This is an optimization exercise on Yosys and OpenROAD, whose aim is small area and few clock cycles, not a production implementation. The RTL was checked by simulation tests, not by an equivalence proof against the original design. Power is estimated from default activity; no workload was simulated.

### flow/run.sh
#!/bin/bash
# The standard layout, with the smallest buffer on the ports.
set -euo pipefail
export BUFFER_PORTS_ARGS="-buffer_cell sky130_fd_sc_hd__buf_1"
bash standard.sh > standard.log 2>&1
### standard.sh
#!/bin/bash
# synth_recipe.tcl (not shown) runs the flow's synth.tcl, then flattens the netlist and writes it again
# the make line also repeats each setting of config.mk as NAME=value (left out here)
make -C /OpenROAD-flow-scripts/flow DESIGN_CONFIG=/design/flow/config.mk WORK_HOME=/design/flow/orfs CLKGATE_MAP_FILE= SYNTH_SCRIPT=/design/flow/synth_recipe.tcl "${@:-finish}"
### config.mk
export PLATFORM = sky130hd
export DESIGN_NAME = hdlc_codec
export DESIGN_NICKNAME = hdlc_codec
export VERILOG_FILES = /design/flow/design.v
export SDC_FILE = /design/flow/constraint.sdc
export NUM_CORES = 4
export LEC_CHECK = 0
export ABC_AREA = 1
export CAP_MARGIN = 20
export CORE_MARGIN = 2
export CORE_UTILIZATION = 40
export SLEW_MARGIN = 20
### constraint.sdc
create_clock -name core_clock -period 4.0 [get_ports {clk}]
set_input_delay 0.8000 -clock core_clock [delete_from_list [all_inputs] [get_ports {clk}]]
set_output_delay 0.8000 -clock core_clock [all_outputs]
set_load 0.01 [all_outputs]
### design.v
module crc16_x25_byte (
    input  wire [15:0] crc_in,
    input  wire [7:0]  data,
    output wire [15:0] crc_out
);
    wire [7:0]  x = crc_in[7:0] ^ data;
    wire [7:0]  t = x ^ {x[3:0], 4'b0000};
    assign crc_out = {8'h00, crc_in[15:8]} ^ {t, 8'h00} ^ {5'b00000, t, 3'b000} ^ {12'h000, t[7:4]};
endmodule
module hdlc_deframer (
    input  wire       clk,
    input  wire       rst,
    input  wire       rx_valid,
    output wire       rx_ready,
    input  wire [7:0] rx_data,
    input  wire       rx_clear,
    output wire       pl_valid,
    input  wire       pl_ready,
    output wire [7:0] pl_data,
    output wire       pl_end,
    output wire       pl_crc_ok,
    output wire       pl_abort
);
    localparam [7:0] FLAG = 8'h7E;
    localparam [7:0] ESC  = 8'h7D;
    reg        open;        
    reg        nonempty;    
    reg        esc;         
    reg  [1:0] cnt;         
    reg  [7:0] d0;          
    reg  [7:0] d1;          
    reg [15:0] crc;         
    wire        is_flag = !rx_clear && (rx_data == FLAG);
    wire        is_byte = !rx_clear && !is_flag;
    wire        esc_in  = !esc && (rx_data == ESC);
    wire [7:0]  ubyte   = {rx_data[7:6], rx_data[5] ^ esc, rx_data[4:0]};
    wire        body    = open && nonempty;
    wire        cnt0    = (cnt == 2'd0);
    wire        cnt1    = (cnt == 2'd1);
    wire        cnt2    = (cnt == 2'd2);
    wire        cnt3    = (cnt == 2'd3);
    wire emit = rx_clear ? body :
                is_flag  ? (body && !cnt1) :
                           (open && cnt2 && !esc_in);
    wire hold = is_flag && body && cnt[0];
    assign rx_ready  = !hold && (!emit || pl_ready);
    assign pl_valid  = rx_valid && emit;
    assign pl_data   = d0;
    assign pl_end    = rx_clear || (is_flag && !cnt[0]);
    assign pl_crc_ok = is_flag && cnt2 && !esc && (crc == 16'hF0B8);
    assign pl_abort  = rx_clear;
    wire        take = rx_valid && rx_ready;
    wire [15:0] crc_next;
    crc16_x25_byte u_crc (.crc_in(crc), .data(ubyte), .crc_out(crc_next));
    always @(posedge clk) begin
        if (rst) begin
            open <= 1'b0;
        end else if (take && rx_clear) begin
            open <= 1'b0;
        end else if (take && is_flag) begin
            open <= 1'b1;
        end
    end
    always @(posedge clk) begin
        if (take && is_flag) begin
            nonempty <= 1'b0;
            esc      <= 1'b0;
            cnt      <= 2'd0;
            crc      <= 16'hFFFF;
        end else if (take && is_byte) begin
            nonempty <= 1'b1;
            esc      <= esc_in;
            if (!esc_in) begin
                cnt <= {cnt[1] | cnt[0], !cnt[1] && !cnt[0]};
                crc <= crc_next;
                d0  <= d1;
                d1  <= ubyte;
            end
        end else if (rx_valid && hold) begin
            if (cnt1) begin
                d0  <= d1;
                cnt <= 2'd3;
            end else if (pl_ready) begin
                cnt <= 2'd0;
            end
        end
    end
endmodule
module hdlc_framer (
    input  wire       clk,
    input  wire       rst,
    input  wire       tx_valid,
    output wire       tx_ready,
    input  wire [7:0] tx_data,
    input  wire       tx_end,
    output wire       wire_valid,
    input  wire       wire_ready,
    output wire [7:0] wire_data
);
    localparam [7:0] FLAG = 8'h7E;
    localparam [7:0] ESC  = 8'h7D;
    localparam [1:0] S_IDLE  = 2'b00;   
    localparam [1:0] S_BODY  = 2'b01;   
    localparam [1:0] S_CRCH  = 2'b11;   
    localparam [1:0] S_CLOSE = 2'b10;   
    reg  [1:0] state;
    reg [15:0] crc;
    reg        esc_pend;    
    wire       dat   = (state == S_BODY) && !tx_end;
    wire       flag  = !state[0];
    wire [7:0] x     = dat ? tx_data : crc[7:0];
    wire [7:0] raw   = dat ? tx_data : ~crc[7:0];
    wire       special = (raw == FLAG) || (raw == ESC);
    wire       stuff = !flag && special && !esc_pend;
    assign wire_valid = tx_valid;
    assign wire_data  = flag     ? FLAG :
                        esc_pend ? (raw ^ 8'h20) :
                        special  ? ESC : raw;
    assign tx_ready   = wire_ready && ((dat && !stuff) || state == S_CLOSE);
    wire       step = tx_valid && wire_ready;
    wire [15:0] crc_next;
    crc16_x25_byte u_crc (.crc_in(crc), .data(x), .crc_out(crc_next));
    always @(posedge clk) begin
        if (rst) begin
            state    <= S_IDLE;
            esc_pend <= 1'b0;
        end else if (step) begin
            if (flag) begin
                state <= state[1] ? S_IDLE : S_BODY;
            end else if (stuff) begin
                esc_pend <= 1'b1;
            end else begin
                esc_pend <= 1'b0;
                if (!dat)
                    state <= state[1] ? S_CLOSE : S_CRCH;
            end
        end
    end
    always @(posedge clk) begin
        if (step) begin
            if (state == S_IDLE)
                crc <= 16'hFFFF;
            else if (!flag && !stuff)
                crc <= crc_next;
        end
    end
endmodule
module hdlc_codec (
    input  wire       clk,
    input  wire       rst,
    input  wire       rx_valid,
    output wire       rx_ready,
    input  wire [7:0] rx_data,
    input  wire       rx_clear,
    output wire       pl_valid,
    input  wire       pl_ready,
    output wire [7:0] pl_data,
    output wire       pl_end,
    output wire       pl_crc_ok,
    output wire       pl_abort,
    input  wire       tx_valid,
    output wire       tx_ready,
    input  wire [7:0] tx_data,
    input  wire       tx_end,
    output wire       wire_valid,
    input  wire       wire_ready,
    output wire [7:0] wire_data
);
    hdlc_deframer u_deframer (
        .clk      (clk),
        .rst      (rst),
        .rx_valid (rx_valid),
        .rx_ready (rx_ready),
        .rx_data  (rx_data),
        .rx_clear (rx_clear),
        .pl_valid (pl_valid),
        .pl_ready (pl_ready),
        .pl_data  (pl_data),
        .pl_end   (pl_end),
        .pl_crc_ok(pl_crc_ok),
        .pl_abort (pl_abort)
    );
    hdlc_framer u_framer (
        .clk       (clk),
        .rst       (rst),
        .tx_valid  (tx_valid),
        .tx_ready  (tx_ready),
        .tx_data   (tx_data),
        .tx_end    (tx_end),
        .wire_valid(wire_valid),
        .wire_ready(wire_ready),
        .wire_data (wire_data)
    );
endmodule
==> impl_metrics.json, run 1 <==
{
  "nFillCells": 742,
  "fin_nets": 406,
  "synthTopCellsByArea": "edfxtp_1 (32%), dfxtp_1 (16%), nand2_1 (8.2%)",
  "syn_area_per_cell_um2": 8.934,
  "place_area_um2": 3232,
  "ys_async_sr_fraction": 0,
  "grt_use_met3": 0.03840,
  "synth_area_um2": 2984,
  "skew_ns": 0.01122,
  "die_h_um": 90.37,
  "tightest_slew_ns": 0.5583,
  "yosysWarnings": 2,
  "final_area_um2": 3347,
  "hold_viol": 0,
  "cp_max_fo": 17,
  "dp_slack_ns": 0.8820,
  "pin_count": 47,
  "antenna_found_initial": 0,
  "period_needed_ns": 3.118,
  "clk_pin_slew_worst_paths_ns": 0.10,
  "die_w_um": 90.37,
  "gr-total-overflow": 0,
  "post_cts_buffers": 0,
  "worst-setup-path-type": "in2out",
  "synth_cell_types": 38,
  "grt_max_degree": 29,
  "synth_top_cell_area_share": 0.3220,
  "min_period_over_period": 0.7794,
  "relSlewSlack": 0.6239,
  "num_rows": 31,
  "fp.coreArea_um2": 7253,
  "ys_top_cells_by_count": "nand2_1 (65), inv_1 (33), edfxtp_1 (32), nor2_1 (25), dfxtp_1 (24)",
  "ys_ff_latch": 56,
  "yosysMostFrequentCell": "nand2_1",
  "die_area_um2": 8167,
  "p_sw_frac": 0.3340,
  "synth_seq_area_share": 0.4830,
  "rsz0062_at_grt": "false",
  "met1_usage": 0.2036,
  "p_comb_frac": 0.304,
  "cp-end-kind": "primary output",
  "wl_per_cell_um": 12.46,
  "setup_viol": 0,
  "syn_to_final_growth_pct": 12.16,
  "vias": 2293,
  "grt_pass1_wl_um": 9880,
  "hold_path_class": "reg2reg",
  "ir_drop_mv": 0.3134,
  "met2_usage": 0.2375,
  "start_util": 0.4114,
  "drive_gt1_frac": 0.1018,
  "cts_hold_buf": 0,
  "clk_path_buf_depth": 2,
  "drt-initial-drc-count": 62,
  "total_leakage_power_uw": 0.001271,
  "drc": 0,
  "wl_um": 6008,
  "cp-start-kind": "input pin",
  "gp_congestion": 0.8138,
  "htree_levels": 2,
  "grt_pass1_vias": 2054,
  "cts_sinks": 56,
  "cts_tree": "done",
  "setup_ws_ns": 0.8822,
  "place_hpwl_um": 4496,
  "insertion_delay_ns": 0.32,
  "tns_ns": 0,
  "numCtsBuffers": 5,
  "synth_edf_count": 32,
  "synth_top_cell_by_area": "edfxtp_1",
  "p_sw_uw": 571.9,
  "dr.pass1.iters": 4,
  "critPathRequiredTime_ns": 3.20,
  "p_int_uw": 1140,
  "avgViaCountPerCell": 4.757,
  "grt_usage": 0.1499,
  "slew_violations": 0,
  "p_clk_frac": 0.224,
  "max_freq_mhz": 320.7,
  "synthCells": 334,
  "power.density_nw_per_um2": 511.6,
  "port-buffer-count": 46,
  "cts-root-buf": "clkbuf_8",
  "status": "timing/DRC/antenna clean",
  "ant_nets": 0,
  "syn_nets": 358,
  "cts_resized": 0,
  "ys.flop_type": "edfxtp_1",
  "n_antenna_cell": 0,
  "pwr-share-seq": 0.472,
  "cp.arrival_ns": 2.32,
  "timing.max_cap.violations": 0,
  "grt-busiest-layer": "met2"
}
## flip-flops by register name, summed over array words and instances (netlist names)
name and cells:
u_framer.crc 16, u_framer.state 2, u_deframer.crc 16, u_deframer.d1 8, u_deframer.open 1, u_deframer.d0 8
u_deframer.nonempty 1, u_deframer.esc 1, u_framer.esc_pend 1, u_deframer.cnt 2
## layout make-up
cell class                      instances  area [um^2]  share of cell area
Sequential cell                        56         1441              0.4307
Multi-Input combinational cell        234         1333              0.3981
Timing Repair Buffer                   49        195.2             0.05832
Inverter                               36        138.9             0.04150
Tap cell                               99        123.9             0.03701
Clock buffer                            5        68.82             0.02056
Clock inverter                          3        46.29             0.01383
## power by group through the flow
stage | Sequential (uW) | Combinational, uW | Clock [uW]
2_1_floorplan | 803 | 428 | 0
3_3_place_gp | 818 | 516 | 0
3_5_place_dp | 822 | 520 | 0
4_1_cts | 808 | 524 | 397
5_1_grt | 823 | 590 | 417
6_report | 809 | 520 | 384
## cells by family after synthesis
group,Yosys count,share of synthesized area
and+or+nand+nor,133,0.2109
AOI/OAI and AO/OA,64,0.1270
DFF,56,0.4830
buffers and inverters,44,0.07044
xor gates and xnor gates,37,0.1086
## metrics by stage
step / util / std cells / total power (uW) / hold WS, ns
final: 0.4614 / 482 / 1712 / 0.4281
after global routing: 0.4614 / 482 / 1830 / 0.4386
after CTS: 0.4614 / 482 / 1729 / 0.4324
after detailed placement: 0.4456 / 474 / 1341 / 0.4061
after global placement: 0.4456 / 474 / 1335 / 0.4030
after floorplan: - / 334 / 1231 / 0.4003
## worst max-delay path, stage by stage
cell	delay, ns
buf_1	0.12
nor2_4	0.06
nand2_4	0.17
clkinv_2	0.17
o21ai_1	0.19
nand2_1	0.09
a211oi_2	0.23
nand2_1	0.17
a21oi_1	0.15
buf_1	0.16
## routing by layer
layer | share of wire | vias up | routed length (um)
li1 | - | 1193 | -
met1 | 0.48 | 1041 | 2869
met2 | 0.47 | 49 | 2794
met3 | 0.042 | 10 | 255
met4 | 0.015 | 0 | 89
met5 | 0 | - | 0
## placed cells by master, fill, tap and decap left out, types with 3 or more instances in the layout
cell type  synthesis  final
nand2_1           65     65
buf_1              0     46
inv_1             33     33
edfxtp_1          32     32
nor2_1            25     25
dfxtp_1           24     24
nand3_1           20     20
xnor2_1           19     19
xor2_1            18     18
o21ai_1           17     17
a21oi_1           16     16
o21ai_0           13     13
or2_2              7      7
a21oi_2            5      5
clkbuf_8           0      5
a21boi_0           4      4
nand2_2            3      3
buf_4              3      3
## path summary, 6_finish.rpt
check | cells past startpoint | from | endpoint | slack [ns]
setup reg to reg | 11 | u_deframer.cnt[0]$_SDFFE_PP0P_ | u_deframer.d0[1]$_DFFE_PP_ | 1.65
hold / removal | 0 | u_deframer.d1[2]$_DFFE_PP_ | u_deframer.d0[2]$_DFFE_PP_ | 0.43
hold reg to reg | 0 | u_deframer.d1[2]$_DFFE_PP_ | u_deframer.d0[2]$_DFFE_PP_ | 0.43
setup / recovery | 10 | tx_end | wire_data[0] | 0.88
Testbench counts, summed over its fixed seeds: cycles 48,770.
==> run 2: changes to the inputs <==
==> run.sh (new file) <==
#!/bin/bash
# synth_recipe.tcl (not shown) runs the flow's synth.tcl, then flattens the netlist and writes it again
# the make line also repeats each setting of config.mk as NAME=value (left out here)
make -C /OpenROAD-flow-scripts/flow DESIGN_CONFIG=/design/flow/config.mk WORK_HOME=/design/flow/orfs CLKGATE_MAP_FILE= SYNTH_SCRIPT=/design/flow/synth_recipe.tcl finish
--- a/config.mk
+++ b/config.mk
@@ -5,7 +5,6 @@
 export SDC_FILE = /design/flow/constraint.sdc
 export NUM_CORES = 4
 export LEC_CHECK = 0
-export ABC_AREA = 1
 export CAP_MARGIN = 20
 export CORE_MARGIN = 2
 export CORE_UTILIZATION = 40
removed: flow/run.sh
removed: standard.sh
==> run 2 against run 1 <==
Effect of this change:
- still clean
- synthesized cell count is 8.1% lower
- worst hold slack better by 0.0045 ns
- cell area is 11% higher
- combinational power is 17% higher
- register-to-register slack better by 0.04 ns
- sequential share of layout area is 4.4 points lower
- sequential cell count stayed put
- critical path depth is 3 lower
- worst setup slack worse by 0.80 ns
- die area is 2.1% higher
- clock power is 12% lower
- first-iteration DRC count is 120% higher
- largest power group unchanged
==> impl_metrics.json, run 2 <==
{
  "multi_input_area_um2": 1504,
  "nFillCells": 652,
  "wl_per_cell_um": 14.95,
  "final_common_cell": "clkdlybuf4s50_1",
  "setup_viol": 0,
  "place_area_um2": 3631,
  "drt-initial-drc-count": 136,
  "cts-root-buf": "clkbuf_8",
  "grt_max_degree": 21,
  "grt_pass1_vias": 2320,
  "ys_ff_latch": 56,
  "tightest_slew_ns": 0.7113,
  "relSlewSlack": 0.5258,
  "start_util": 0.4161,
  "grt_usage": 0.1663,
  "largestRegisters": "u_deframer.crc (16), u_framer.crc (16)",
  "ys_async_sr_fraction": 0,
  "pin_count": 47,
  "port-buffer-count": 46,
  "status": "timing/DRC/antenna clean",
  "max_freq_mhz": 255.1,
  "synth_edf_count": 32,
  "p_sw_uw": 593.6,
  "mostFrequentLayoutCells": "clkdlybuf4s50_1 (46), edfxtp_1 (32), o21ai_0 (29), nand2_1 (28), xnor2_1 (26)",
  "period_needed_ns": 3.921,
  "ir_drop_mv": 0.3406,
  "gr-total-overflow": 0,
  "clk_pin_slew_worst_paths_ns": 0.11,
  "p_int_uw": 1168,
  "insertion_delay_ns": 0.31,
  "dpl.cell_count": 445,
  "fin_nets": 377,
  "avgViaCountPerCell": 5.291,
  "ff_latch_area_um2": 1441,
  "hold_viol": 0,
  "synth_area_um2": 3050,
  "cp-end-kind": "primary output",
  "die_w_um": 91.33,
  "num_rows": 31,
  "gp_congestion": 0.8299,
  "hold_path_class": "reg2reg",
  "die_area_um2": 8340,
  "ant_nets": 0,
  "yosysMostFrequentCell": "edfxtp_1",
  "fp.coreArea_um2": 7331,
  "n_antenna_cell": 0,
  "synth_top_cell_by_area": "edfxtp_1",
  "grt_pass1_wl_um": 11310,
  "cp_max_fo": 5,
  "cp.arrival_ns": 3.12,
  "synthCells": 307,
  "min_period_over_period": 0.9802,
  "worst-setup-path-type": "in2out",
  "cts_sinks": 56,
  "synthTopCellsByArea": "edfxtp_1 (32%), dfxtp_1 (16%), xnor2_1 (7.5%)",
  "p_sw_frac": 0.3370,
  "htree_levels": 2,
  "synth_top_cell_area_share": 0.3150,
  "critPathRequiredTime_ns": 3.20,
  "syn_area_per_cell_um2": 9.936,
  "cp-start-kind": "input pin",
  "pwr-share-seq": 0.463,
  "dp_slack_ns": 0.04198,
  "rsz0062_at_grt": "false",
  "ys_top_cells_by_count": "edfxtp_1 (32), o21ai_0 (29), nand2_1 (28), xnor2_1 (26)",
  "yosysWarnings": 2,
  "syn_nets": 331,
  "power.density_nw_per_um2": 472.4,
  "vias": 2397,
  "p_clk_frac": 0.191,
  "timing.max_cap.violations": 0,
  "clk_path_buf_depth": 2,
  "cts_tree": "done",
  "total_leakage_power_uw": 0.001292,
  "tns_ns": 0,
  "drc": 0,
  "antenna_found_initial": 0,
  "slew_violations": 0,
  "stdcell_count": 453,
  "place_hpwl_um": 4899,
  "skew_ns": 0.003395,
  "numCtsBuffers": 5,
  "die_h_um": 91.33,
  "ys.flop_type": "edfxtp_1",
  "final_util": 0.5086,
  "drive_gt1_frac": 0.07627,
  "synth_cell_types": 54,
  "setup_ws_ns": 0.07923,
  "dr.pass1.iters": 4,
  "p_comb_frac": 0.345,
  "synth_seq_area_share": 0.4725,
  "final_area_um2": 3729,
  "syn_to_final_growth_pct": 22.23,
  "wl_um": 6772
}
## run 2: cell types whose count changed after synthesis, moves of 6 or more
cell	before	now
nor2_1	25	14
clkbuf_1	1	9
nand3_1	20	5
inv_1	33	5
o21ai_0	13	29
xnor2_1	19	26
a21oi_1	16	24
o21ai_1	17	1
nand2_1	65	28
nor3_1	0	16
or2_2	7	1
## run 2: worst max-delay path: stages
cell and delay [ns]:
clkdlybuf4s50_1 0.41, or3b_1 0.39, or4_4 0.56, a21oi_4 0.20
nor2b_1 0.11, o211ai_1 0.10, clkdlybuf4s50_1 0.56
## run 2: layer usage
layer | part of all wire | global-route usage | vias to the layer above
met5 | 0 | 0 | -
met2 | 0.51 | 0.2889 | 48
li1 | - | - | 1199
met1 | 0.44 | 0.2158 | 1148
met3 | 0.036 | 0.02905 | 2
met4 | 0.0056 | 0.03914 | 0
## run 2: cell families (layout without fill, tap and decap cells)
logic type,Yosys count,in the layout,share of synthesized area
buf+inv,23,70,0.03609
compound gates,81,81,0.1678
flops,56,56,0.4725
xor+xnor,49,49,0.1501
mux,1,1,0.003282
simple gates,97,97,0.1702
## run 2: final timing paths
| path | from | endpoint | slack (ns) | depth (start not counted) |
|---|---|---|---|---|
| setup / recovery | tx_end | wire_data[4] | 0.08 | 7 |
| hold / removal | u_deframer.d1[6]$_DFFE_PP_ | u_deframer.d0[6]$_DFFE_PP_ | 0.43 | 0 |
| setup reg to reg | u_deframer.esc$_SDFFE_PP0P_ | u_deframer.cnt[0]$_SDFFE_PP0P_ | 1.69 | 6 |
| hold reg to reg | u_deframer.d1[6]$_DFFE_PP_ | u_deframer.d0[6]$_DFFE_PP_ | 0.43 | 0 |
## run 2: layout make-up
type                    count  share of cell area
clock buffers               5             0.01846
clock inverters             3            0.007718
inverters                   5            0.005034
multi-input cells         228              0.4034
flip-flops and latches     56              0.3866
well taps                  99             0.03322
repair buffers             57              0.1456
## run 2: stage by stage
| stage | hold WS, ns | total power, uW |
|---|---|---|
| 2_1_floorplan | 0.4003 | 1284 |
| 3_3_place_gp | 0.4016 | 1427 |
| 3_5_place_dp | 0.4057 | 1430 |
| 4_1_cts | 0.4337 | 1770 |
| 5_1_grt | 0.4435 | 1871 |
| 6_report | 0.4325 | 1762 |
## run 2: what timing repair did
| action | 4_1_cts | 5_1_grt |
|---|---|---|
| endpoints found under the setup margin | 0 | 1 |
| setup buffers | 0 | 0 |
| hold endpoints to repair | 0 | 0 |
| hold buffers | 0 | 0 |
| gates resized for setup | 0 | 0 |
## run 2: power groups by stage
stage / Sequential (uW) / Clock (uW) / Combinational, uW
4_1_cts: 814 / 348 / 608
3_3_place_gp: 827 / 0 / 601
6_report: 816 / 337 / 608
5_1_grt: 832 / 369 / 670
3_5_place_dp: 828 / 0 / 602
2_1_floorplan: 805 / 0 / 479
==> run 3: changes to the inputs <==
--- a/design.v
+++ b/design.v
@@ -24,7 +24,6 @@
     localparam [7:0] FLAG = 8'h7E;
     localparam [7:0] ESC  = 8'h7D;
     reg        open;        
-    reg        nonempty;    
     reg        esc;         
     reg  [1:0] cnt;         
     reg  [7:0] d0;          
@@ -34,11 +33,9 @@
     wire        is_byte = !rx_clear && !is_flag;
     wire        esc_in  = !esc && (rx_data == ESC);
     wire [7:0]  ubyte   = {rx_data[7:6], rx_data[5] ^ esc, rx_data[4:0]};
-    wire        body    = open && nonempty;
-    wire        cnt0    = (cnt == 2'd0);
+    wire        body    = open && (esc || cnt != 2'd0);
     wire        cnt1    = (cnt == 2'd1);
     wire        cnt2    = (cnt == 2'd2);
-    wire        cnt3    = (cnt == 2'd3);
     wire emit = rx_clear ? body :
                 is_flag  ? (body && !cnt1) :
                            (open && cnt2 && !esc_in);
@@ -63,12 +60,10 @@
     end
     always @(posedge clk) begin
         if (take && is_flag) begin
-            nonempty <= 1'b0;
             esc      <= 1'b0;
             cnt      <= 2'd0;
             crc      <= 16'hFFFF;
         end else if (take && is_byte) begin
-            nonempty <= 1'b1;
             esc      <= esc_in;
             if (!esc_in) begin
                 cnt <= {cnt[1] | cnt[0], !cnt[1] && !cnt[0]};
@@ -81,7 +76,8 @@
                 d0  <= d1;
                 cnt <= 2'd3;
             end else if (pl_ready) begin
-                cnt <= 2'd0;
+                cnt <= 2'd2;
+                esc <= 1'b1;
             end
         end
     end
@@ -97,8 +93,6 @@
     input  wire       wire_ready,
     output wire [7:0] wire_data
 );
-    localparam [7:0] FLAG = 8'h7E;
-    localparam [7:0] ESC  = 8'h7D;
     localparam [1:0] S_IDLE  = 2'b00;   
     localparam [1:0] S_BODY  = 2'b01;   
     localparam [1:0] S_CRCH  = 2'b11;   
@@ -110,12 +104,17 @@
     wire       flag  = !state[0];
     wire [7:0] x     = dat ? tx_data : crc[7:0];
     wire [7:0] raw   = dat ? tx_data : ~crc[7:0];
-    wire       special = (raw == FLAG) || (raw == ESC);
+    wire       special = (raw[7:2] == 6'b011111) && (raw[1] ^ raw[0]);
     wire       stuff = !flag && special && !esc_pend;
     assign wire_valid = tx_valid;
-    assign wire_data  = flag     ? FLAG :
-                        esc_pend ? (raw ^ 8'h20) :
-                        special  ? ESC : raw;
+    assign wire_data  = {!flag && raw[7],
+                         flag || raw[6],
+                         flag || (!esc_pend && raw[5]),
+                         flag || raw[4],
+                         flag || raw[3],
+                         flag || raw[2],
+                         flag || (!stuff && raw[1]),
+                         !flag && (stuff || raw[0])};
     assign tx_ready   = wire_ready && ((dat && !stuff) || state == S_CLOSE);
     wire       step = tx_valid && wire_ready;
     wire [15:0] crc_next;
==> flow/run.sh (new file) <==
#!/bin/bash
# The standard layout, with the smallest buffer on the ports.
set -euo pipefail
export BUFFER_PORTS_ARGS="-buffer_cell sky130_fd_sc_hd__buf_1"
bash standard.sh > standard.log 2>&1
==> standard.sh (new file) <==
#!/bin/bash
# synth_recipe.tcl (not shown) runs the flow's synth.tcl, then flattens the netlist and writes it again
# the make line also repeats each setting of config.mk as NAME=value (left out here)
make -C /OpenROAD-flow-scripts/flow DESIGN_CONFIG=/design/flow/config.mk WORK_HOME=/design/flow/orfs CLKGATE_MAP_FILE= SYNTH_SCRIPT=/design/flow/synth_recipe.tcl "${@:-finish}"
--- a/config.mk
+++ b/config.mk
@@ -8,4 +8,5 @@
 export CAP_MARGIN = 20
 export CORE_MARGIN = 2
 export CORE_UTILIZATION = 40
+export CTS_BUF_LIST = sky130_fd_sc_hd__clkbuf_16
 export SLEW_MARGIN = 20
removed: run.sh
==> run 3 against run 2 <==
Effect of this change:
- highest routed layer unchanged
- count of clock-buffer cells in the layout stayed put
- register-to-register slack got worse by 0.07 ns
- largest cell class is now flip-flops and latches
- sequential share of layout area is 4.8 points higher
- core utilization is 3.0 points lower
- cell area shrank 12%
- synthesized cell count down 8.5%
- sequential power decreased by 2.8%
- largest power group unchanged
- first-iteration DRC count grew 31%
- via count is 11% lower
- non-clock buffer count fell by 6
- combinational power decreased by 17%
- sequential cell count decreased by 1
==> impl_metrics.json, run 3 <==
{
  "htree_levels": 2,
  "final_util": 0.4784,
  "relSlewSlack": 0.5258,
  "drive_gt1_frac": 0.05521,
  "drc": 0,
  "vias": 2122,
  "ant_nets": 0,
  "pin_count": 47,
  "r2r_start": "u_framer.state[0]$_SDFFE_PP0P_",
  "hold-path-endpoint": "u_deframer.d0[0]$_DFFE_PP_",
  "slew_violations": 0,
  "final_common_cell": "nand2_1",
  "clk_path_buf_depth": 2,
  "fp.coreArea_um2": 6832,
  "post_cts_buffers": 0,
  "synth_cell_types": 45,
  "wl_per_cell_um": 13.10,
  "ys.flop_type": "edfxtp_1",
  "period_needed_ns": 3.299,
  "synth_edf_count": 32,
  "fin_nets": 349,
  "cp-end-kind": "primary output",
  "nFillCells": 674,
  "n_antenna_cell": 0,
  "cp.arrival_ns": 2.50,
  "synthCells": 281,
  "grt_max_degree": 23,
  "place_hpwl_um": 4065,
  "yosysMostFrequentCell": "nand2_1",
  "start_util": 0.4134,
  "num_rows": 30,
  "wl_um": 5528,
  "die_w_um": 88.03,
  "synth_seq_area_share": 0.5033,
  "antenna_found_initial": 0,
  "syn_nets": 305,
  "clk_pin_slew_worst_paths_ns": 0.07,
  "ys_top_cells_by_count": "nand2_1 (47), edfxtp_1 (32), xnor2_1 (27), dfxtp_1 (23), xor2_1 (19)",
  "grt_usage": 0.1451,
  "numCtsBuffers": 5,
  "status": "timing/DRC/antenna clean",
  "cp_max_fo": 16,
  "critPathTopFamily": "simple AND/OR/NAND/NOR gates",
  "r2r-end": "u_framer.crc[13]$_SDFFCE_PN1P_",
  "rsz0062_at_grt": "false",
  "yosysWarnings": 2,
  "die_h_um": 88.03,
  "critPathRequiredTime_ns": 3.20,
  "min_period_over_period": 0.8249,
  "slowest_delay_ns": 0.64,
  "ys_ff_latch": 55,
  "final_area_um2": 3268,
  "cp-start-kind": "register",
  "drt-initial-drc-count": 178,
  "holdPathStages": 0,
  "synth_top_cell_by_area": "edfxtp_1",
  "synthTopCellsByArea": "edfxtp_1 (34%), dfxtp_1 (16%), xnor2_1 (8.4%)",
  "grt_pass1_wl_um": 8832,
  "max_freq_mhz": 303.1,
  "tightest_slew_ns": 0.7114,
  "r2r_slack_ns": 1.62,
  "die_area_um2": 7748,
  "place_area_um2": 3097,
  "cts_tree": "done",
  "hold_viol": 0,
  "port-buffer-count": 46,
  "cts-root-buf": "clkbuf_16",
  "tns_ns": 0,
  "total_leakage_power_uw": 0.001127,
  "mostFrequentLayoutCells": "nand2_1 (47), buf_1 (46), edfxtp_1 (32), xnor2_1 (27), dfxtp_1 (23)",
  "cts_sinks": 55,
  "synth_area_um2": 2824,
  "cts_hold_buf": 0,
  "worst-setup-path-type": "reg2out",
  "gp_congestion": 0.7934,
  "slowest_stage": "dfxtp_1",
  "setup_viol": 0,
  "reg2reg_depth": 5,
  "syn_to_final_growth_pct": 15.73,
  "ys_async_sr_fraction": 0,
  "dpl.cell_count": 414,
  "avgViaCountPerCell": 5.028,
  "power.density_nw_per_um2": 548.9,
  "power_uw": 1794,
  "hp-start": "u_deframer.d1[0]$_DFFE_PP_",
  "insertion_delay_ns": 0.29,
  "ff_latch_area_um2": 1421,
  "gr-total-overflow": 0,
  "ir_drop_mv": 0.3583,
  "stdcell_count": 422,
  "cts_resized": 0,
  "grt_pass1_vias": 1864,
  "crit_chain": "or3b_1, or4_4, a21oi_4, nor2_1, o21a_1, buf_1",
  "syn_area_per_cell_um2": 10.05,
  "hold_path_class": "reg2reg",
  "timing.max_cap.violations": 0,
  "skew_ns": 0.01078,
  "largestRegisters": "u_deframer.crc (16), u_framer.crc (16)",
  "dr.pass1.iters": 4,
  "multi_input_area_um2": 1330,
  "crit_buf_inv": 1,
  "synth_top_cell_area_share": 0.3403
}
## run 3: final cells by class
cell class,count,area share
sequential,55,0.4349
multi-input combinational,208,0.4070
timing repair buffer,51,0.06432
clock buffer,5,0.03828
tap,96,0.03675
clock inverter,3,0.01417
inverter,4,0.004594
## run 3: power breakdown
part	internal, uW	switching [uW]	total (uW)
Combinational	253	254	507
Clock	297	196	494
Sequential	704	89.3	793
## run 3: how the worst max path moves through the flow
stage | from | to | slack [ns] | cells after the start
finish | u_framer.state[0]$_SDFFE_PP0P_ | tx_ready | 0.70 | 6
global route | u_framer.state[0]$_SDFFE_PP0P_ | tx_ready | 0.59 | 6
CTS | u_framer.state[0]$_SDFFE_PP0P_ | tx_ready | 0.70 | 6
detailed placement | tx_end | tx_ready | 0.76 | 7
global placement | tx_end | tx_ready | 0.80 | 7
floorplan | tx_end | tx_ready | 1.02 | 5
## run 3: per-stage QoR
step / setup slack, ns / hold slack (ns)
floorplan: 1.017 / 0.4003
global placement: 0.8034 / 0.4015
detailed placement: 0.7585 / 0.4045
CTS: 0.7015 / 0.4210
global route: 0.5903 / 0.4256
finish: 0.7006 / 0.4200
## run 3: worst reg2reg max path: stages, from the launching register on
cell and delay (ns):
dfxtp_1 0.64, or3b_1 0.42, or4_4 0.53, a21oi_4 0.27
nor3_2 0.06, buf_4 0.20
## run 3: cells by family after synthesis
family / synth area share
compound gates: 0.1320
buf+inv: 0.02747
xor+xnor: 0.1506
mux: 0.003545
flops: 0.5033
simple gates: 0.1830
## run 3: metal layers
layer / GRT usage / vias to the layer above / routed length, um
met3: 0.03110 / 8 / 233
met5: 0 / - / 0
met1: 0.2112 / 982 / 2744
met4: 0.04408 / 0 / 83
li1: - / 1089 / -
met2: 0.2176 / 43 / 2466
Testbench counts of run 3, summed over its fixed seeds: cycles 48,770.
==> run 4: changes to the inputs <==
--- a/config.mk
+++ b/config.mk
@@ -8,5 +8,4 @@
 export CAP_MARGIN = 20
 export CORE_MARGIN = 2
 export CORE_UTILIZATION = 40
-export CTS_BUF_LIST = sky130_fd_sc_hd__clkbuf_16
 export SLEW_MARGIN = 20
==> run 4 against run 3 <==
Effect of this change:
- synthesized area stayed put
- critical endpoint unchanged
- worst setup slack worse by 0.0023 ns
- power is 6.7% lower
- combinational power hardly changed
- largest cell class unchanged
- via count is 0.42% lower
- first-iteration DRC count is 6.2% lower
- worst hold slack better by 0.0061 ns
- register-to-register slack better by 0.02 ns
- clock skew is 0.0049 ns higher
- final cell count stayed put
- still clean
- sequential cell count stayed put
==> impl_metrics.json, run 4 <==
{
  "relSlewSlack": 0.5290,
  "p_sw_frac": 0.3158,
  "cts_hold_buf": 0,
  "p_comb_frac": 0.302,
  "drc": 0,
  "syn_to_final_growth_pct": 13.74,
  "synth_cell_types": 45,
  "setup_viol": 0,
  "num_rows": 30,
  "gp_congestion": 0.7934,
  "die_h_um": 88.03,
  "mostFrequentLayoutCells": "nand2_1 (47), buf_1 (46), edfxtp_1 (32), xnor2_1 (27), dfxtp_1 (23)",
  "p_sw_uw": 528.4,
  "avgViaCountPerCell": 5.007,
  "nFillCells": 680,
  "largestRegisters": "u_deframer.crc (16), u_framer.crc (16)",
  "cp_max_fo": 16,
  "ff_latch_area_um2": 1421,
  "timing.max_cap.violations": 0,
  "final_common_cell": "nand2_1",
  "slowest_delay_ns": 0.63,
  "grt_pass1_wl_um": 8894,
  "dr.pass1.iters": 4,
  "critPathRequiredTime_ns": 3.20,
  "power.density_nw_per_um2": 521.0,
  "wl_um": 5532,
  "synth_seq_area_share": 0.5033,
  "numCtsBuffers": 5,
  "htree_levels": 2,
  "synthTopCellsByArea": "edfxtp_1 (34%), dfxtp_1 (16%), xnor2_1 (8.4%)",
  "ir_drop_mv": 0.3554,
  "syn_area_per_cell_um2": 10.05,
  "max_freq_mhz": 302.9,
  "n_antenna_cell": 0,
  "hold_viol": 0,
  "fin_nets": 349,
  "slew_violations": 0,
  "min_period_over_period": 0.8254,
  "cts-root-buf": "clkbuf_8",
  "grt_usage": 0.1463,
  "tightest_slew_ns": 0.7065,
  "ys_top_cells_by_count": "nand2_1 (47), edfxtp_1 (32), xnor2_1 (27), dfxtp_1 (23), xor2_1 (19)",
  "worst-setup-path-type": "reg2out",
  "cts_sinks": 55,
  "synth_top_cell_by_area": "edfxtp_1",
  "synthCells": 281,
  "clk_pin_slew_worst_paths_ns": 0.10,
  "ys_ff_latch": 55,
  "p_int_uw": 1145,
  "cp-end-kind": "primary output",
  "cts_resized": 0,
  "rsz0062_at_grt": "false",
  "hold_path_class": "reg2reg",
  "die_area_um2": 7748,
  "gr-total-overflow": 0,
  "cp-start-kind": "register",
  "ys_async_sr_fraction": 0,
  "whs_ns": 0.4262,
  "clk_path_buf_depth": 2,
  "synth_edf_count": 32,
  "ant_nets": 0,
  "synth_area_um2": 2824,
  "cts_tree": "done",
  "drive_gt1_frac": 0.05521,
  "dp_slack_ns": 0.7585,
  "yosysMostFrequentCell": "nand2_1",
  "cp.arrival_ns": 2.50,
  "port-buffer-count": 46,
  "period_needed_ns": 3.302,
  "start_util": 0.4134,
  "vias": 2113,
  "status": "timing/DRC/antenna clean",
  "total_leakage_power_uw": 0.001101,
  "multi_input_area_um2": 1330,
  "final_util": 0.4701,
  "post_cts_buffers": 0,
  "antenna_found_initial": 0,
  "tns_ns": 0,
  "ys.flop_type": "edfxtp_1",
  "place_hpwl_um": 4065,
  "crit_chain": "or3b_1, or4_4, a21oi_4, nor2_1, o21a_1, buf_1",
  "insertion_delay_ns": 0.31,
  "pin_count": 47,
  "syn_nets": 305,
  "p_clk_frac": 0.223,
  "setup_ws_ns": 0.6983,
  "grt_pass1_vias": 1864,
  "drt-initial-drc-count": 167,
  "grt_max_degree": 23,
  "die_w_um": 88.03,
  "slowest_stage": "dfxtp_1",
  "fp.coreArea_um2": 6832,
  "pwr-share-seq": 0.475,
  "wl_per_cell_um": 13.11,
  "skew_ns": 0.01570,
  "power_uw": 1674,
  "synth_top_cell_area_share": 0.3403,
  "yosysWarnings": 2
}
run 4: changes by cell type in the layout (fill, tap and decap cells not counted):
| cell | delta |
|---|---|
| clkbuf_16 | -5 |
| clkbuf_8 | +5 |
run 4: layout make-up:
type,instances,share of cell area
clock inverter,3,0.01441
timing repair buffer,51,0.06545
inverter,4,0.004675
tap,96,0.03740
clock buffer,5,0.02143
sequential,55,0.4425
multi-input combinational,208,0.4141
run 4: through the flow:
stage                     cell area (um^2)  cells
after floorplan                       2824    281
after global placement                3097    414
after detailed placement              3097    414
after CTS                             3212    422
after global routing                  3212    422
final                                 3212    422
run 4: final timing paths:
path | startpoint | to | slack [ns] | depth (start not counted)
worst min register to register | u_deframer.d1[5]$_DFFE_PP_ | u_deframer.d0[5]$_DFFE_PP_ | 0.43 | 0
worst max register to register | u_framer.state[0]$_SDFFE_PP0P_ | u_framer.crc[13]$_SDFFCE_PN1P_ | 1.64 | 5
worst max-delay path | u_framer.state[0]$_SDFFE_PP0P_ | tx_ready | 0.70 | 6
worst min-delay path | u_deframer.d1[5]$_DFFE_PP_ | u_deframer.d0[5]$_DFFE_PP_ | 0.43 | 0
run 4: cells by family after synthesis:
group                     synth area share
AOI/OAI and AO/OA                   0.1320
xor gates and xnor gates            0.1506
buffers and inverters              0.02747
DFF                                 0.5033
muxes                             0.003545
and+or+nand+nor                     0.1830
run 4: critical path: cells and delay by family (launching register included):
kind / cells / cell delay (ns)
AOI/OAI and AO/OA: 2 / 0.44
DFF: 1 / 0.63
buffers and inverters: 1 / 0.12
and+or+nand+nor: 3 / 1.02
run 4: routing by layer:
metal,track usage,vias up,wire (um)
met3,0.02733,4,260
met2,0.2259,45,2535
met1,0.2112,978,2685
met4,0.04132,0,51
met5,0,-,0
li1,-,1086,-
run 4: power by group through the flow:
| stage | Combinational, uW | Clock (uW) | Sequential, uW |
|---|---|---|---|
| floorplan | 425 | 0 | 779 |
| global placement | 502 | 0 | 803 |
| detailed placement | 505 | 0 | 804 |
| CTS | 510 | 383 | 793 |
| global route | 562 | 406 | 806 |
| finish | 505 | 373 | 795 |
==> run 5: changes to the inputs <==
--- a/config.mk
+++ b/config.mk
@@ -8,4 +8,6 @@
 export CAP_MARGIN = 20
 export CORE_MARGIN = 2
 export CORE_UTILIZATION = 40
+export CTS_CLUSTER_DIAMETER = 500
+export CTS_CLUSTER_SIZE = 100
 export SLEW_MARGIN = 20
==> run 5 against run 4 <==
Effect of this change:
- still clean
- non-clock buffer count did not move
- global-route usage did not move
- worst hold slack did not move
- combinational power barely moved
- clock skew did not move
- critical path depth did not move
- register-to-register slack barely moved
- cell area did not move
- core utilization did not move
- synthesized area did not move
- power did not move
- worst setup slack did not move
- largest power group unchanged
==> impl_metrics.json, run 5 <==
{
  "status": "timing/DRC/antenna clean",
  "worst-setup-path-type": "reg2out",
  "critPathRequiredTime_ns": 3.20,
  "ir_drop_mv": 0.3554,
  "largestRegisters": "u_deframer.crc (16), u_framer.crc (16)",
  "grt_pass1_vias": 1864,
  "ys_ff_latch": 55,
  "drc": 0,
  "die_area_um2": 7748,
  "dr.pass1.iters": 4,
  "start_util": 0.4134,
  "synthCells": 281,
  "die_w_um": 88.03,
  "numCtsBuffers": 5,
  "critPathLaunch": "u_framer.state[0]$_SDFFE_PP0P_",
  "grt_pass1_wl_um": 8894,
  "final_util": 0.4701,
  "pin_count": 47,
  "period_needed_ns": 3.302,
  "place_hpwl_um": 4065,
  "cts_resized": 0,
  "synth_top_cell_area_share": 0.3403,
  "tns_ns": 0,
  "yosysWarnings": 2,
  "r2r_slack_ns": 1.64,
  "stdcell_count": 422,
  "syn_to_final_growth_pct": 13.74,
  "cts_sinks": 55,
  "port-buffer-count": 46,
  "n_antenna_cell": 0,
  "power.density_nw_per_um2": 521.0,
  "r2r_start": "u_framer.state[0]$_SDFFE_PP0P_",
  "grt_usage": 0.1463,
  "dpl.cell_count": 414,
  "vias": 2113,
  "gp_congestion": 0.7934,
  "synth_top_cell_by_area": "edfxtp_1",
  "avgViaCountPerCell": 5.007,
  "r2r-end": "u_framer.crc[13]$_SDFFCE_PN1P_",
  "num_rows": 30,
  "timing.max_cap.violations": 0,
  "cts_tree": "done",
  "ys_top_cells_by_count": "nand2_1 (47), edfxtp_1 (32), xnor2_1 (27), dfxtp_1 (23), xor2_1 (19)",
  "min_period_over_period": 0.8254,
  "ys_async_sr_fraction": 0,
  "hold_viol": 0,
  "setup_viol": 0,
  "drt-initial-drc-count": 167,
  "syn_area_per_cell_um2": 10.05,
  "die_h_um": 88.03,
  "synth_seq_area_share": 0.5033,
  "antenna_found_initial": 0,
  "final_common_cell": "nand2_1",
  "syn_nets": 305,
  "drive_gt1_frac": 0.05521,
  "post_cts_buffers": 0,
  "ant_nets": 0,
  "tightest_slew_ns": 0.7065,
  "cp-start-kind": "register",
  "reg2reg_depth": 5,
  "insertion_delay_ns": 0.31,
  "cp-end-kind": "primary output",
  "relSlewSlack": 0.5290,
  "synth_area_um2": 2824,
  "synthTopCellsByArea": "edfxtp_1 (34%), dfxtp_1 (16%), xnor2_1 (8.4%)",
  "nFillCells": 680,
  "gr-total-overflow": 0,
  "fin_nets": 349,
  "cts_hold_buf": 0,
  "total_leakage_power_uw": 0.001101,
  "clk_pin_slew_worst_paths_ns": 0.10,
  "cts-root-buf": "clkbuf_8",
  "hold_path_class": "reg2reg",
  "wl_per_cell_um": 13.11,
  "synth_cell_types": 45,
  "cp_max_fo": 16,
  "endpoint": "tx_ready",
  "cp.arrival_ns": 2.50,
  "synth_edf_count": 32,
  "max_freq_mhz": 302.9,
  "ys.flop_type": "edfxtp_1",
  "rsz0062_at_grt": "false",
  "yosysMostFrequentCell": "nand2_1",
  "wl_um": 5532,
  "mostFrequentLayoutCells": "nand2_1 (47), buf_1 (46), edfxtp_1 (32), xnor2_1 (27), dfxtp_1 (23)",
  "fp.coreArea_um2": 6832,
  "slew_violations": 0,
  "grt_max_degree": 23,
  "clk_path_buf_depth": 2,
  "skew_ns": 0.01570,
  "htree_levels": 2
}
-- run 5: worst min path at each step --
stage | start | end | slack [ns] | depth (start not counted)
4_1_cts | u_deframer.d1[5]$_DFFE_PP_ | u_deframer.d0[5]$_DFFE_PP_ | 0.43 | 0
3_3_place_gp | u_deframer.d1[2]$_DFFE_PP_ | u_deframer.d0[2]$_DFFE_PP_ | 0.40 | 0
3_5_place_dp | u_deframer.d1[0]$_DFFE_PP_ | u_deframer.d0[0]$_DFFE_PP_ | 0.40 | 0
6_report | u_deframer.d1[5]$_DFFE_PP_ | u_deframer.d0[5]$_DFFE_PP_ | 0.43 | 0
2_1_floorplan | u_deframer.d1[0]$_DFFE_PP_ | u_deframer.d0[0]$_DFFE_PP_ | 0.40 | 0
5_1_grt | u_deframer.d1[5]$_DFFE_PP_ | u_deframer.d0[5]$_DFFE_PP_ | 0.43 | 0
-- run 5: cell type report --
class	instances	area (um^2)	share of cell area
Clock buffer	5	68.82	0.02143
Clock inverter	3	46.29	0.01441
Inverter	4	15.01	0.004675
Multi-Input combinational cell	208	1330	0.4141
Sequential cell	55	1421	0.4425
Tap cell	96	120.1	0.03740
Timing Repair Buffer	51	210.2	0.06545
-- run 5: power breakdown --
part / internal (uW) / switching, uW
Clock: 189 / 185
Combinational: 253 / 252
Sequential: 703 / 91.3
-- run 5: cells by family (layout without fill, tap and decap cells) --
logic type             Yosys count  in the layout  share of synthesized area
flip-flops                      55             55                     0.5033
multiplexers                     1              1                   0.003545
XOR/XNOR                        47             47                     0.1506
buffers and inverters           18             63                    0.02747
AO/OA/AOI/OAI                   56             56                     0.1320
AND/OR/NAND/NOR                104            104                     0.1830
-- run 5: layer usage --
metal,vias up,global-route usage,part of all wire
met5,-,0,0
met4,0,0.04132,0.0092
met3,4,0.02733,0.047
met2,45,0.2259,0.46
met1,978,0.2112,0.49
li1,1086,-,-
-- run 5: critical path, stage by stage, from the launching register on --
cell and delay, ns:
dfxtp_1 0.63, or3b_1 0.42, or4_4 0.53, a21oi_4 0.27
nor2_1 0.07, o21a_1 0.17, buf_1 0.12
-- run 5: stage by stage --
stage	setup slack, ns	hold slack (ns)	instance area (um^2)	total power [uW]
global route	0.5637	0.4343	3212	1775
floorplan	1.017	0.4003	2824	1204
finish	0.6983	0.4262	3212	1674
CTS	0.6765	0.4282	3212	1686
global placement	0.8034	0.4015	3097	1305
detailed placement	0.7585	0.4045	3097	1309
==> run 6: changes to the inputs <==
==> flow/run.sh (replaced) <==
#!/bin/bash
# The standard layout, with the smallest buffer on the ports and a one-level clock tree.
set -euo pipefail
export BUFFER_PORTS_ARGS="-buffer_cell sky130_fd_sc_hd__buf_1"
export CTS_ARGS="-sink_clustering_enable -sink_clustering_size 100 -sink_clustering_max_diameter 500 -buf_list sky130_fd_sc_hd__clkbuf_8 -root_buf sky130_fd_sc_hd__clkbuf_8 -repair_clock_nets"
bash standard.sh > standard.log 2>&1
--- a/config.mk
+++ b/config.mk
@@ -8,6 +8,4 @@
 export CAP_MARGIN = 20
 export CORE_MARGIN = 2
 export CORE_UTILIZATION = 40
-export CTS_CLUSTER_DIAMETER = 500
-export CTS_CLUSTER_SIZE = 100
 export SLEW_MARGIN = 20
==> run 6 against run 5 <==
Effect of this change:
- count of clock-buffer cells in the layout stayed put
- core utilization is the same
- die area unchanged
- power is the same
- critical path type unchanged
- largest cell class unchanged
- highest routed layer unchanged
==> impl_metrics.json, run 6 <==
{
  "status": "timing/DRC/antenna clean",
  "synth_cell_types": 45,
  "grt-busiest-layer": "met2",
  "cts_sinks": 55,
  "tightest_slew_ns": 0.7065,
  "grt_use_met3": 0.02733,
  "pin_count": 47,
  "gr-total-overflow": 0,
  "clk_pin_slew_worst_paths_ns": 0.10,
  "drive_gt1_frac": 0.05521,
  "fp.coreArea_um2": 6832,
  "power_uw": 1674,
  "synthCells": 281,
  "fin_nets": 349,
  "critPathTopFamily": "simple AND/OR/NAND/NOR gates",
  "tns_ns": 0,
  "ir_drop_mv": 0.3554,
  "p_comb_frac": 0.302,
  "place_area_um2": 3097,
  "power.density_nw_per_um2": 521.0,
  "largestRegisters": "u_deframer.crc (16), u_framer.crc (16)",
  "critPathRequiredTime_ns": 3.20,
  "n_antenna_cell": 0,
  "syn_to_final_growth_pct": 13.74,
  "final_area_um2": 3212,
  "clk_path_buf_depth": 2,
  "yosysMostFrequentCell": "nand2_1",
  "whs_ns": 0.4262,
  "max_freq_mhz": 302.9,
  "cp_max_fo": 16,
  "wl_um": 5532,
  "die_h_um": 88.03,
  "synth_top_cell_by_area": "edfxtp_1",
  "final_util": 0.4701,
  "pwr-share-seq": 0.475,
  "p_clk_frac": 0.223,
  "ys_top_cells_by_count": "nand2_1 (47), edfxtp_1 (32), xnor2_1 (27), dfxtp_1 (23), xor2_1 (19)",
  "place_hpwl_um": 4065,
  "avgViaCountPerCell": 5.007,
  "cp-start-kind": "register",
  "cts_tree": "done",
  "synth_top_cell_area_share": 0.3403,
  "rsz0062_at_grt": "false",
  "die_area_um2": 7748,
  "grt_pass1_vias": 1864,
  "drc": 0,
  "gp_congestion": 0.7934,
  "synth_area_um2": 2824,
  "yosysWarnings": 2,
  "p_sw_frac": 0.3158,
  "ys_async_sr_fraction": 0,
  "period_needed_ns": 3.302,
  "cts_resized": 0,
  "ant_nets": 0,
  "met2_usage": 0.2259,
  "synthTopCellsByArea": "edfxtp_1 (34%), dfxtp_1 (16%), xnor2_1 (8.4%)",
  "num_rows": 30,
  "synth_edf_count": 32,
  "vias": 2113,
  "cp.arrival_ns": 2.50,
  "worst-setup-path-type": "reg2out",
  "skew_ns": 0.01570,
  "hold_path_class": "reg2reg",
  "drt-initial-drc-count": 167,
  "slowest_delay_ns": 0.63,
  "slew_violations": 0,
  "wl_per_cell_um": 13.11,
  "htree_levels": 2,
  "start_util": 0.4134,
  "grt_max_degree": 23,
  "cts-root-buf": "clkbuf_8",
  "timing.max_cap.violations": 0,
  "grt_pass1_wl_um": 8894,
  "total_leakage_power_uw": 0.001101,
  "met1_usage": 0.2112,
  "mostFrequentLayoutCells": "nand2_1 (47), buf_1 (46), edfxtp_1 (32), xnor2_1 (27), dfxtp_1 (23)",
  "p_int_uw": 1145,
  "ys.flop_type": "edfxtp_1",
  "slowest_stage": "dfxtp_1",
  "port-buffer-count": 46,
  "grt_usage": 0.1463,
  "ys_ff_latch": 55,
  "insertion_delay_ns": 0.31,
  "cts_hold_buf": 0,
  "p_sw_uw": 528.4,
  "synth_seq_area_share": 0.5033,
  "final_common_cell": "nand2_1",
  "min_period_over_period": 0.8254,
  "setup_viol": 0,
  "syn_nets": 305,
  "post_cts_buffers": 0,
  "antenna_found_initial": 0,
  "relSlewSlack": 0.5290,
  "die_w_um": 88.03,
  "crit_buf_inv": 1,
  "crit_chain": "or3b_1, or4_4, a21oi_4, nor2_1, o21a_1, buf_1",
  "numCtsBuffers": 5,
  "cp-end-kind": "primary output",
  "hold_viol": 0,
  "dr.pass1.iters": 4,
  "syn_area_per_cell_um2": 10.05
}
-- run 6: layer usage --
layer  up-vias  part of all wire
met5         -                 0
met4         0            0.0092
met3         4             0.047
met2        45              0.46
met1       978              0.49
li1       1086                 -
-- run 6: cell type report --
type / instances / area, um^2
fill: 680 / 3620
inverter: 4 / 15.01
sequential: 55 / 1421
timing repair buffer: 51 / 210.2
clock inverter: 3 / 46.29
clock buffer: 5 / 68.82
tap: 96 / 120.1
multi-input combinational: 208 / 1330
-- run 6: kinds of logic (layout without fill, tap and decap cells) --
kind of cell,after synthesis,in the layout,share of synthesized area
simple gates,104,104,0.1830
flops,55,55,0.5033
compound gates,56,56,0.1320
mux,1,1,0.003545
xor+xnor,47,47,0.1506
buf+inv,18,63,0.02747
-- run 6: path summary, 6_finish.rpt --
kind	startpoint	end	slack, ns	depth (start not counted)
worst min register to register	u_deframer.d1[5]$_DFFE_PP_	u_deframer.d0[5]$_DFFE_PP_	0.43	0
worst min-delay path	u_deframer.d1[5]$_DFFE_PP_	u_deframer.d0[5]$_DFFE_PP_	0.43	0
worst max-delay path	u_framer.state[0]$_SDFFE_PP0P_	tx_ready	0.70	6
worst max register to register	u_framer.state[0]$_SDFFE_PP0P_	u_framer.crc[13]$_SDFFCE_PN1P_	1.64	5
-- run 6: per-stage QoR --
stage,setup slack (ns),std cells
floorplan,1.017,281
global placement,0.8034,414
detailed placement,0.7585,414
CTS,0.6765,422
global route,0.5637,422
finish,0.6983,422
-- run 6: worst reg2reg max path, delay by kind of cell (launching register included) --
family                 cells  cell delay [ns]
flip-flops                 1             0.63
AND/OR/NAND/NOR            3             1.01
buffers and inverters      1             0.20
AO/OA/AOI/OAI              1             0.27
-- run 6: power groups by stage --
stage          logic [uW]  registers [uW]  clock network, uW
4_1_cts               510             793                383
6_report              505             795                373
2_1_floorplan         425             779                  0
3_5_place_dp          505             804                  0
5_1_grt               562             806                406
3_3_place_gp          502             803                  0

-- re-timing with driven ports --
Ports are ideal in the flow. The routed layouts listed here were re-timed in OpenROAD.
Step 1 sets driving cells, clkbuf_16 on the clock port and buf_2 on the other inputs (assumed; they add their load-dependent delay and slew).
Step 2 moves the port delays by t, midway between the first and last clock arrival at a register: inputs arrive t later, outputs are due t later. That takes back most of the time a late clock gives input paths.
Slacks: ideal ports / drivers / drivers and shift; pairs: ideal ports / drivers.
run | shift t [ns] | setup WS [ns] | hold WS [ns] | worst setup path after step 2 | worst register clock-pin slew, ns
run 1 | 0.341 | 0.882 / 0.855 / 0.855 | 0.428 / 0.428 / 0.428 | input to output | 0.11 / 0.11
run 2 | 0.339 | 0.079 / 0.058 / 0.058 | 0.433 / 0.433 / 0.433 | input to output | 0.11 / 0.11
run 3 | 0.318 | 0.701 / 0.668 / 0.756 | 0.420 / 0.420 / 0.420 | input to output | 0.07 / 0.07
run 4 | 0.329 | 0.698 / 0.671 / 0.755 | 0.426 / 0.426 / 0.426 | input to output | 0.11 / 0.11
run 5 | 0.329 | 0.698 / 0.671 / 0.755 | 0.426 / 0.426 / 0.426 | input to output | 0.11 / 0.11
run 6 | 0.329 | 0.698 / 0.671 / 0.755 | 0.426 / 0.426 / 0.426 | input to output | 0.11 / 0.11
After both steps setup and hold are still met in every run listed. For run 1, which loses most, drivers alone change the setup slack by -0.027 ns; drivers and shift together by -0.027 ns.
